This is an optimization exercise on Yosys and OpenROAD, whose aim is small area, a short achievable clock period and few clock cycles, not a production implementation.
Function was checked by simulation only, so behaviour that the tests miss may differ from the original.
No activity file was given, so power comes from the tool's default toggle rates.

== build 84 ==
## crc16_psa
module crc16_psa (
    input  wire        clk,
    input  wire        rst,
    input  wire        host_req,
    input  wire        host_we,
    input  wire [3:0]  host_idx,
    input  wire [15:0] host_wdata,
    output reg         host_ack,
    output reg  [15:0] host_rdata,
    output reg         bus_req,
    output reg  [1:0]  bus_cmd,
    output reg  [7:0]  bus_wdata,
    input  wire        bus_ack,
    input  wire        bus_err,
    input  wire [7:0]  bus_rdata
);
For scale: about 2200 cells after synthesis, roughly 710 flip-flops, ~0.031 mm² of cells after synthesis.
clock: 10.0 ns
lec_check: 0
cap_margin: 20
core_margin: 2
core_utilization: 40
slew_margin: 20
standard.sh (not shown) runs the stock make flow with config.mk's settings and CLKGATE_MAP_FILE= SYNTH_SCRIPT=/design/flow/synth_recipe.tcl, a recipe that flattens the netlist after the stock synthesis.
==> flow/flow/run.sh <==
#!/bin/bash
set -euo pipefail
bash standard.sh SETUP_SLACK_MARGIN=7 finish > flow_make.log 2>&1
Testbench counts of build 84, summed over its fixed seeds: cycles 53,130.
Input-level comparison between trial 73 and build 84:
-- flow/design.v --
<<< build 84, line 56
    wire       zero    = (acc == 16'h0000);
    wire       stop_rd = bus_req && (q == Q_STOP) && q_read;
    wire       ack_set = host_req && !host_ack && !rst_q && !eng &&
                         !((app2 || app3) && (host_idx == 4'd7 || host_idx == 4'd1));
    wire [6:0] end_lo = {1'b0, addr[5:0]} + len[6:0];
    wire       store_ok_now = (len[15:7] == 9'd0) && (len[6:0] != 7'd0) &&
                              (!len[6] || len[5:0] == 6'd0) && !addr[15] &&
                              (addr[14:6] != 9'h1FF || !end_lo[6] || end_lo[5:0] == 6'd0);
    wire       st_go   = ack_set && host_we && (host_idx == 4'd1) &&
                         (host_wdata[15:1] == 15'h0008) && !busy && store_ok_now;
>>> trial 73, line 56
    wire       zero    = (acc == 16'h0000);
    wire       stop_rd = bus_req && (q == Q_STOP) && q_read;
    wire       ready   = !rst_q && !eng && !app2 && !app3;
    wire       ack_set = host_req && !host_ack && ready;
    wire       store_ok_now = (len[15:7] == 9'd0) && (len[6:0] != 7'd0) &&
                              (!len[6] || len[5:0] == 6'd0) &&
                              ({1'b0, addr} + {10'd0, len[6:0]} <= 17'd32768);
    wire       st_go   = ack_set && host_we && (host_idx == 4'd1) &&
                         (host_wdata[15:1] == 15'h0008) && !busy && store_ok_now;
<<< build 84, line 184
        len_le64 <= (len[15:7] == 9'd0) && (!len[6] || len[5:0] == 6'd0);
        store_ok <= store_ok_now;
        len_le62 <= (len[15:6] == 10'd0) && (len[5:0] != 6'b111111);
    end
    wire        w_ext   = (w_addr == plen[5:0]) && !plen[6];
>>> trial 73, line 183
        len_le64 <= (len[15:7] == 9'd0) && (!len[6] || len[5:0] == 6'd0);
        store_ok <= store_ok_now;
        len_le62 <= (len[15:6] == 10'd0) && (len[5:1] != 5'b11111);
    end
    wire        w_ext   = (w_addr == plen[5:0]) && !plen[6];
<<< build 84, line 197
                    pref <= w_step;
                    plen <= w_ext ? plen + 7'd1 : 7'd1;
                end else begin
                    pref <= 16'hFFFF;
                    plen <= 7'd0;
>>> trial 73, line 196
                    pref <= w_step;
                    plen <= w_ext ? plen + 7'd1 : 7'd1;
                end else if ({1'b0, w_addr} < plen) begin
                    pref <= 16'hFFFF;
                    plen <= 7'd0;
<<< build 84, line 205
                eng <= 1'b1;
                eng_ph <= 2'd0;
                pref <= 16'hFFFF;
                plen <= 7'd0;
            end
            if (eng_fin)
>>> trial 73, line 204
                eng <= 1'b1;
                eng_ph <= 2'd0;
                if (len[6:0] < plen) begin
                    pref <= 16'hFFFF;
                    plen <= 7'd0;
                end
            end
            if (eng_fin)
<<< build 84, line 243
                ra <= {1'b0, ptr_inc[5:0]};
            if (x_crcb && len[6:0] != plen)
                ra <= 7'd0;
            if (eng_wr)
                ra <= ra + 7'd1;
>>> trial 73, line 244
                ra <= {1'b0, ptr_inc[5:0]};
            if (x_crcb && len[6:0] != plen)
                ra <= (len[6:0] < plen) ? 7'd0 : plen;
            if (eng_wr)
                ra <= ra + 7'd1;
## What came out
Reported for trial 73 and build 84, number of flip-flops and latches turned out identical to the last digit.
Comparing build 84 against trial 73, there is no change at all in number of H-tree levels.
The higher cell count after synthesis of trial 73 and build 84 is in trial 73.
There was hardly any difference in clock-pin slew reported for the worst setup and hold paths after clock tree synthesis between build 84 and trial 73.
Relative to build 84, compound-gate portion of the synthesized area has increased by 2.8 points in trial 73.
Trial 73 vs build 84 on depth of the worst register-to-register path: trial 73 is the higher one.
Diff build 84 -> trial 73: hold slack climbed 0.026 ns, setup slack now smaller, placer congestion estimate lower, clock skew rose by 0.025 ns, non-clock buffer count now larger.
Per the comparison of trial 73 with build 84, count of clock-buffer cells in the layout lower, cell area power density lower.
Testbench counts of trial 73, summed over its fixed seeds: cycles 53,392.

========
Setup of 07-17:
The RTL this note starts from:
==> flow/design.v <==
module crc16_psa (
    input  wire        clk,
    input  wire        rst,
    input  wire        host_req,
    input  wire        host_we,
    input  wire [3:0]  host_idx,
    input  wire [15:0] host_wdata,
    output reg         host_ack,
    output reg  [15:0] host_rdata,
    output reg         bus_req,
    output reg  [1:0]  bus_cmd,
    output reg  [7:0]  bus_wdata,
    input  wire        bus_ack,
    input  wire        bus_err,
    input  wire [7:0]  bus_rdata
);
    localparam [7:0] DEV_W = 8'hA0, DEV_R = 8'hA1;
    localparam [1:0] B_START = 2'd0, B_WRITE = 2'd1, B_READ = 2'd2, B_STOP = 2'd3;
    localparam [2:0] Q_IDLE = 3'd0, Q_START_W = 3'd1, Q_ADDR_HI = 3'd2, Q_ADDR_LO = 3'd3,
                     Q_WDATA = 3'd4, Q_START_R = 3'd5, Q_RDATA = 3'd6, Q_STOP = 3'd7;
    function [15:0] crc_step(input [15:0] a, input [7:0] b);
        reg [7:0] x;
        begin
            x = a[15:8] ^ b;
            x = x ^ {4'b0000, x[7:4]};
            crc_step = {a[7:0], 8'h00} ^ {x[3:0], 12'h000} ^ {3'b000, x, 5'b00000} ^ {8'h00, x};
        end
    endfunction
    reg        rst_q;
    reg [15:0] acc, addr, len, ptr;
    reg [7:0]  buf_mem [0:63];
    reg        e_bus, e_ill, e_busy, e_range;
    reg        s_we;
    reg [3:0]  s_idx;
    reg        s_busy;
    reg        s_c1, s_c2, s_c3, s_c10, s_c11, s_c20, s_hz;
    reg [2:0]  q;
    reg        q_read;
    reg        busy;         
    reg        settling;
    reg [4:0]  settle_cnt;
    reg [6:0]  ra;           
    reg        w_en;
    reg [5:0]  w_addr;
    reg [7:0]  wb;
    reg [15:0] pref;
    reg [6:0]  plen;
    reg        eng;
    reg [1:0]  eng_ph;       
    reg        app2, app3;   
    reg        store_ok, len_le64, len_le62;
    wire [7:0] rd_byte = buf_mem[ra[5:0]];
    wire       ptr_ok  = (ptr[15:6] == 10'd0);
    wire       zero    = (acc == 16'h0000);
    wire       stop_rd = bus_req && (q == Q_STOP) && q_read;
    wire       ack_ok  = host_req && !host_ack && !rst_q && !eng &&
                         !((app2 || app3) && (host_idx == 4'd7 || host_idx == 4'd1)) &&
                         !(w_en && host_idx == 4'd1);
    wire       len_le64_now = (len[15:7] == 9'd0) && (!len[6] || len[5:0] == 6'd0);
    wire       crcb_slow = host_we && (host_idx == 4'd1) && (host_wdata == 16'h0002) &&
                           !busy && len_le64_now && (len[6:0] != plen);
    wire       ack_set = ack_ok && !crcb_slow;
    wire       eng_start = ack_ok && crcb_slow;
    wire [6:0] end_lo = {1'b0, addr[5:0]} + len[6:0];
    wire       store_ok_now = (len[15:7] == 9'd0) && (len[6:0] != 7'd0) &&
                              (!len[6] || len[5:0] == 6'd0) && !addr[15] &&
                              (addr[14:6] != 9'h1FF || !end_lo[6] || end_lo[5:0] == 6'd0);
    wire       st_go   = ack_ok && host_we && (host_idx == 4'd1) &&
                         (host_wdata[15:1] == 15'h0008) && !busy && store_ok_now;
    always @(posedge clk) begin
        rst_q  <= rst;
        s_we   <= host_we;
        s_idx  <= host_idx;
        s_busy <= busy;
        s_hz   <= (host_wdata[15:8] == 8'h00);
        s_c1   <= (host_wdata == 16'h0001);
        s_c2   <= (host_wdata == 16'h0002);
        s_c3   <= (host_wdata == 16'h0003);
        s_c10  <= (host_wdata == 16'h0010);
        s_c11  <= (host_wdata == 16'h0011);
        s_c20  <= (host_wdata == 16'h0020);
        if (rst)
            host_ack <= 1'b0;
        else
            host_ack <= ack_set;
        if (host_idx[3])
            host_rdata <= 16'h0000;
        else case (host_idx[2:0])
            3'd0: host_rdata <= {8'h00, e_range, e_busy, e_ill, e_bus, 2'b00, zero,
                                 busy && !(stop_rd && bus_ack)};
            3'd2: host_rdata <= acc;
            3'd4: host_rdata <= addr;
            3'd5: host_rdata <= len;
            3'd6: host_rdata <= ptr;
            3'd7: host_rdata <= {8'h00, (busy || !ptr_ok) ? 8'h00 : rd_byte};
            default: host_rdata <= 16'h0000;
        endcase
    end
    wire i_cmd = (s_idx == 4'd1), i_crc = (s_idx == 4'd3), i_addr = (s_idx == 4'd4),
         i_len = (s_idx == 4'd5), i_ptr = (s_idx == 4'd6), i_data = (s_idx == 4'd7);
    reg illegal;
    always @(*) begin
        if (s_idx[3])
            illegal = 1'b1;
        else if (!s_we)
            illegal = i_cmd || i_crc;
        else case (s_idx[2:0])
            3'd0, 3'd2: illegal = 1'b1;
            3'd1:       illegal = !(s_c1 || s_c2 || s_c3 || s_c10 || s_c11 || s_c20);
            3'd3, 3'd7: illegal = !s_hz;
            default:    illegal = 1'b0;
        endcase
    end
    wire plain = !s_we && !s_idx[3] && (s_idx[2:0] == 3'd0 || s_idx[2:0] == 3'd2 ||
                                        s_idx[2:0] == 3'd4 || s_idx[2:0] == 3'd5 ||
                                        s_idx[2:0] == 3'd6);
    wire range_bad = i_data ? !ptr_ok :
                     (s_we && i_cmd) ? ((s_c2 && !len_le64) || (s_c3 && !len_le62) ||
                                        ((s_c10 || s_c11) && !store_ok)) : 1'b0;
    wire x      = host_ack && !rst_q;      
    wire x_ill  = x && illegal;
    wire x_bsy  = x && !illegal && s_busy && !plain;
    wire x_rng  = x && !illegal && !(s_busy && !plain) && range_bad;
    wire x_op   = x && !illegal && !(s_busy && !plain) && !range_bad;
    wire x_cmd  = x_op && s_we && i_cmd;
    wire x_dw   = x_op && s_we && i_data;
    wire x_dr   = x_op && !s_we && i_data;
    wire x_app  = x_cmd && s_c3;
    wire x_crcb = x_cmd && s_c2;
    wire x_st   = x_cmd && (s_c10 || s_c11);
    wire x_clr  = x_cmd && s_c20;
    wire done    = bus_req && bus_ack;
    wire bus_wr  = done && (q == Q_RDATA) && !bus_err;
    wire eng_fin = eng && (eng_ph == 2'd0) && (plen == len[6:0]);
    wire eng_wr  = eng && (eng_ph == 2'd1);
    always @(posedge clk) begin
        if (w_en)
            buf_mem[w_addr] <= wb;
    end
    always @(posedge clk) begin
        w_en <= !rst_q && (x_dw || x_app || app2 || eng_wr || bus_wr);
        if (x_dw)
            w_addr <= ptr[5:0];
        else if (x_app)
            w_addr <= len[5:0];
        else if (app2)
            w_addr <= len[5:0] - 6'd1;
        else
            w_addr <= ra[5:0];
        if (busy) begin
            case (q)
                Q_ADDR_HI: wb <= addr[7:0];
                Q_ADDR_LO: wb <= q_read ? DEV_R : rd_byte;
                Q_WDATA:   wb <= rd_byte;
                Q_RDATA:   wb <= bus_rdata;
                default:   wb <= addr[15:8];
            endcase
        end else if (x_dw)
            wb <= host_wdata[7:0];
        else if (x_app)
            wb <= acc[15:8];
        else if (app2)
            wb <= acc[7:0];
        else if (eng)
            wb <= rd_byte;
        else
            wb <= addr[15:8];
    end
    wire [15:0] acc_step = crc_step(acc, host_wdata[7:0]);
    wire [6:0]  ptr_inc  = ptr[6:0] + 7'd1;
    always @(posedge clk) begin
        if (rst_q) begin
            acc <= 16'hFFFF; addr <= 16'h0000; len <= 16'h0000; ptr <= 16'h0000;
            e_ill <= 1'b0; e_busy <= 1'b0; e_range <= 1'b0;
            app2 <= 1'b0; app3 <= 1'b0;
        end else begin
            app2 <= x_app;
            app3 <= app2;
            if (x_ill)  e_ill   <= 1'b1;
            if (x_bsy)  e_busy  <= 1'b1;
            if (x_rng)  e_range <= 1'b1;
            if (x_clr) begin e_ill <= 1'b0; e_busy <= 1'b0; e_range <= 1'b0; end
            if (x_op && s_we && i_crc) acc <= acc_step;
            if (x_cmd && s_c1)         acc <= 16'hFFFF;
            if (x_crcb)                acc <= pref;
            if (eng_fin)               acc <= pref;
            if (x_op && s_we && i_addr) addr <= host_wdata;
            if (x_op && s_we && i_len)  len  <= host_wdata;
            if (x_app)                  len  <= {9'd0, len[6:0] + 7'd2};
            if (x_op && s_we && i_ptr)  ptr  <= host_wdata;
            if (x_dw || x_dr)           ptr  <= {9'd0, ptr_inc};
        end
    end
    always @(posedge clk) begin
        len_le64 <= (len[15:7] == 9'd0) && (!len[6] || len[5:0] == 6'd0);
        store_ok <= store_ok_now;
        len_le62 <= (len[15:6] == 10'd0) && (len[5:0] != 6'b111111);
    end
    wire        w_ext   = (w_addr == plen[5:0]) && !plen[6];
    wire [15:0] w_step  = crc_step(w_ext ? pref : 16'hFFFF, wb);
    always @(posedge clk) begin
        if (rst_q) begin
            pref <= 16'hFFFF; plen <= 7'd0;
            eng <= 1'b0; eng_ph <= 2'd0;
        end else begin
            if (w_en) begin
                if (w_ext || w_addr == 6'd0) begin
                    pref <= w_step;
                    plen <= w_ext ? plen + 7'd1 : 7'd1;
                end else begin
                    pref <= 16'hFFFF;
                    plen <= 7'd0;
                end
            end
            if (eng_start) begin
                eng <= 1'b1;
                eng_ph <= 2'd0;
                pref <= 16'hFFFF;
                plen <= 7'd0;
            end
            if (eng_fin)
                eng <= 1'b0;
            else if (eng)
                eng_ph <= (eng_ph == 2'd2) ? 2'd0 : eng_ph + 2'd1;
        end
    end
    always @(posedge clk) begin
        if (rst || rst_q)
            bus_req <= 1'b0;
        else if (st_go)
            bus_req <= 1'b1;
        else if (done && q == Q_STOP)
            bus_req <= 1'b0;
    end
    always @(posedge clk) begin
        if (rst_q) begin
            q <= Q_IDLE; q_read <= 1'b0;
            busy <= 1'b1; settling <= 1'b1; settle_cnt <= 5'd30;
            bus_cmd <= B_START; bus_wdata <= DEV_W;
            e_bus <= 1'b0;
            ra <= 7'd0;
        end else begin
            if (x_clr) e_bus <= 1'b0;
            if (settling) begin
                if (settle_cnt == 5'd0) begin
                    settling <= 1'b0;
                    busy <= 1'b0;
                end else
                    settle_cnt <= settle_cnt - 5'd1;
            end
            if (x_op && s_we && i_ptr)
                ra <= {1'b0, host_wdata[5:0]};
            if (x_dw || x_dr)
                ra <= {1'b0, ptr_inc[5:0]};
            if (eng_start)
                ra <= 7'd0;
            if (eng_wr)
                ra <= ra + 7'd1;
            if (eng_fin)
                ra <= {1'b0, ptr[5:0]};
            if (x_st) begin
                q <= Q_START_W; q_read <= s_c11; busy <= 1'b1;
                ra <= 7'd0;
            end
            if (done) begin
                if (q == Q_STOP) begin
                    q <= Q_IDLE;
                    bus_cmd <= B_START; bus_wdata <= DEV_W;
                    ra <= {1'b0, ptr[5:0]};
                    if (q_read)
                        busy <= 1'b0;
                    else begin
                        settling <= 1'b1;
                        settle_cnt <= 5'd30;
                    end
                end else if (bus_err) begin
                    e_bus <= 1'b1;
                    q <= Q_STOP; bus_cmd <= B_STOP;
                end else begin
                    case (q)
                    Q_START_W: begin q <= Q_ADDR_HI; bus_cmd <= B_WRITE; bus_wdata <= wb; end
                    Q_ADDR_HI: begin q <= Q_ADDR_LO; bus_cmd <= B_WRITE; bus_wdata <= wb; end
                    Q_ADDR_LO: begin
                        bus_wdata <= wb;
                        if (q_read) begin
                            q <= Q_START_R; bus_cmd <= B_START;
                        end else begin
                            q <= Q_WDATA; bus_cmd <= B_WRITE;
                            ra <= ra + 7'd1;
                        end
                    end
                    Q_WDATA: begin
                        if (ra == len[6:0]) begin
                            q <= Q_STOP; bus_cmd <= B_STOP;
                        end else begin
                            bus_wdata <= wb;
                            ra <= ra + 7'd1;
                        end
                    end
                    Q_START_R: begin q <= Q_RDATA; bus_cmd <= B_READ; end
                    default: begin  
                        ra <= ra + 7'd1;
                        if (ra + 7'd1 == len[6:0]) begin
                            q <= Q_STOP; bus_cmd <= B_STOP;
                        end
                    end
                    endcase
                end
            end
        end
    end
endmodule
Settings: LEC_CHECK=0, ABC_AREA=1, CAP_MARGIN=20, CORE_MARGIN=2, CORE_UTILIZATION=40, CTS_CLUSTER_DIAMETER=55, CTS_CLUSTER_SIZE=50, SLEW_MARGIN=20; clock period 10.0 ns.
==> flow/flow/run.sh <==
#!/bin/bash
set -euo pipefail
bash standard.sh SETUP_SLACK_MARGIN=6.85 finish > flow_make.log 2>&1
Testbench counts of 07-17, summed over its fixed seeds: cycles 53,130.
The following lists how 03-26 was set up differently from 07-17:
--- a/flow/design.v
+++ b/flow/design.v
@@ -31,8 +31,9 @@
     reg [7:0]  buf_mem [0:63];
     reg        e_bus, e_ill, e_busy, e_range;
     reg        s_we;
     reg [3:0]  s_idx;
+    reg [15:0] s_wd;
     reg        s_busy;
     reg        s_c1, s_c2, s_c3, s_c10, s_c11, s_c20, s_hz;
     reg [2:0]  q;
     reg        q_read;
@@ -70,8 +71,9 @@
     always @(posedge clk) begin
         rst_q  <= rst;
         s_we   <= host_we;
         s_idx  <= host_idx;
+        s_wd   <= host_wdata;
         s_busy <= busy;
         s_hz   <= (host_wdata[15:8] == 8'h00);
         s_c1   <= (host_wdata == 16'h0001);
         s_c2   <= (host_wdata == 16'h0002);
@@ -155,9 +157,9 @@
                 Q_RDATA:   wb <= bus_rdata;
                 default:   wb <= addr[15:8];
             endcase
         end else if (x_dw)
-            wb <= host_wdata[7:0];
+            wb <= s_wd[7:0];
         else if (x_app)
             wb <= acc[15:8];
         else if (app2)
             wb <= acc[7:0];
@@ -165,9 +167,9 @@
             wb <= rd_byte;
         else
             wb <= addr[15:8];
     end
-    wire [15:0] acc_step = crc_step(acc, host_wdata[7:0]);
+    wire [15:0] acc_step = crc_step(acc, s_wd[7:0]);
     wire [6:0]  ptr_inc  = ptr[6:0] + 7'd1;
     always @(posedge clk) begin
         if (rst_q) begin
             acc <= 16'hFFFF; addr <= 16'h0000; len <= 16'h0000; ptr <= 16'h0000;
@@ -183,12 +185,12 @@
             if (x_op && s_we && i_crc) acc <= acc_step;
             if (x_cmd && s_c1)         acc <= 16'hFFFF;
             if (x_crcb)                acc <= pref;
             if (eng_fin)               acc <= pref;
-            if (x_op && s_we && i_addr) addr <= host_wdata;
-            if (x_op && s_we && i_len)  len  <= host_wdata;
+            if (x_op && s_we && i_addr) addr <= s_wd;
+            if (x_op && s_we && i_len)  len  <= s_wd;
             if (x_app)                  len  <= {9'd0, len[6:0] + 7'd2};
-            if (x_op && s_we && i_ptr)  ptr  <= host_wdata;
+            if (x_op && s_we && i_ptr)  ptr  <= s_wd;
             if (x_dw || x_dr)           ptr  <= {9'd0, ptr_inc};
         end
     end
     always @(posedge clk) begin
@@ -248,9 +250,9 @@
                 end else
                     settle_cnt <= settle_cnt - 5'd1;
             end
             if (x_op && s_we && i_ptr)
-                ra <= {1'b0, host_wdata[5:0]};
+                ra <= {1'b0, s_wd[5:0]};
             if (x_dw || x_dr)
                 ra <= {1'b0, ptr_inc[5:0]};
             if (eng_start)
                 ra <= 7'd0;
[summary]
03-26: full flow OK, the timing, DRC and antenna checks passed. In terms of adder and majority cell fraction of the synthesized area, 03-26 and 07-17 differ only marginally. Time the worst path needs with I/O delays and setup in 03-26 vs 07-17: down 0.077 ns. Diff 03-26 and 07-17: placed instance count lower in 07-17. Summary of 03-26 over 07-17: die area went up; maximum net fanout on the critical path went down by 5; wire length on met2 now sits lower; post-synthesis share of cell area spent on xor and xnor gates moved up; power consumption rose by 5.7%. Looking at via count normalized by instance count, 03-26 sits 0.021 higher than 07-17 does. In 03-26 the growth of design area from synthesis to finish turned out 1.2 points higher than in 07-17. 03-26 gives more switching power share of the total than 07-17 did. Summary: with 07-17 as the reference, filler cell count in 03-26 moved up slightly. Final design utilization (03-26 over 07-17): increase, 0.25 points. The run showing the smaller cell area after technology mapping is 07-17.
Testbench counts of 03-26, summed over its fixed seeds: cycles 53,130.

[afterwards: timing with drivers on the ports]
How much do the figures lean on ideal ports? The routed layouts below were timed once more, with nothing changed but the port constraints. Step 1, drivers: a clkbuf_16 drives clk and a buf_2 each remaining input, both assumed. Step 2, shift: input delay + t, output delay - t, t = (earliest + latest rising clock arrival at the registers) / 2. This alone moves slack from input paths to output paths. Slacks: ideal / step 1 / step 2; pairs: ideal / step 1.
run	shift t [ns]	setup WS [ns]	worst setup path after step 2	worst register clock-pin slew, ns	cell pins on the clock port's net
build 84	0.683	6.884 / 6.822 / 6.377	input to register	0.07 / 0.07	1
trial 73	0.693	6.875 / 6.811 / 6.381	input to register	0.06 / 0.06	1
07-17	0.700	6.801 / 6.802 / 6.133	input to register	0.11 / 0.11	1
03-26	0.686	6.878 / 6.819 / 6.250	input to register	0.08 / 0.08	1
After both steps every run listed still meets setup and hold. The setup slack of 07-17, which loses most, moves by +0.001 ns with the drivers and by -0.668 ns with both steps.
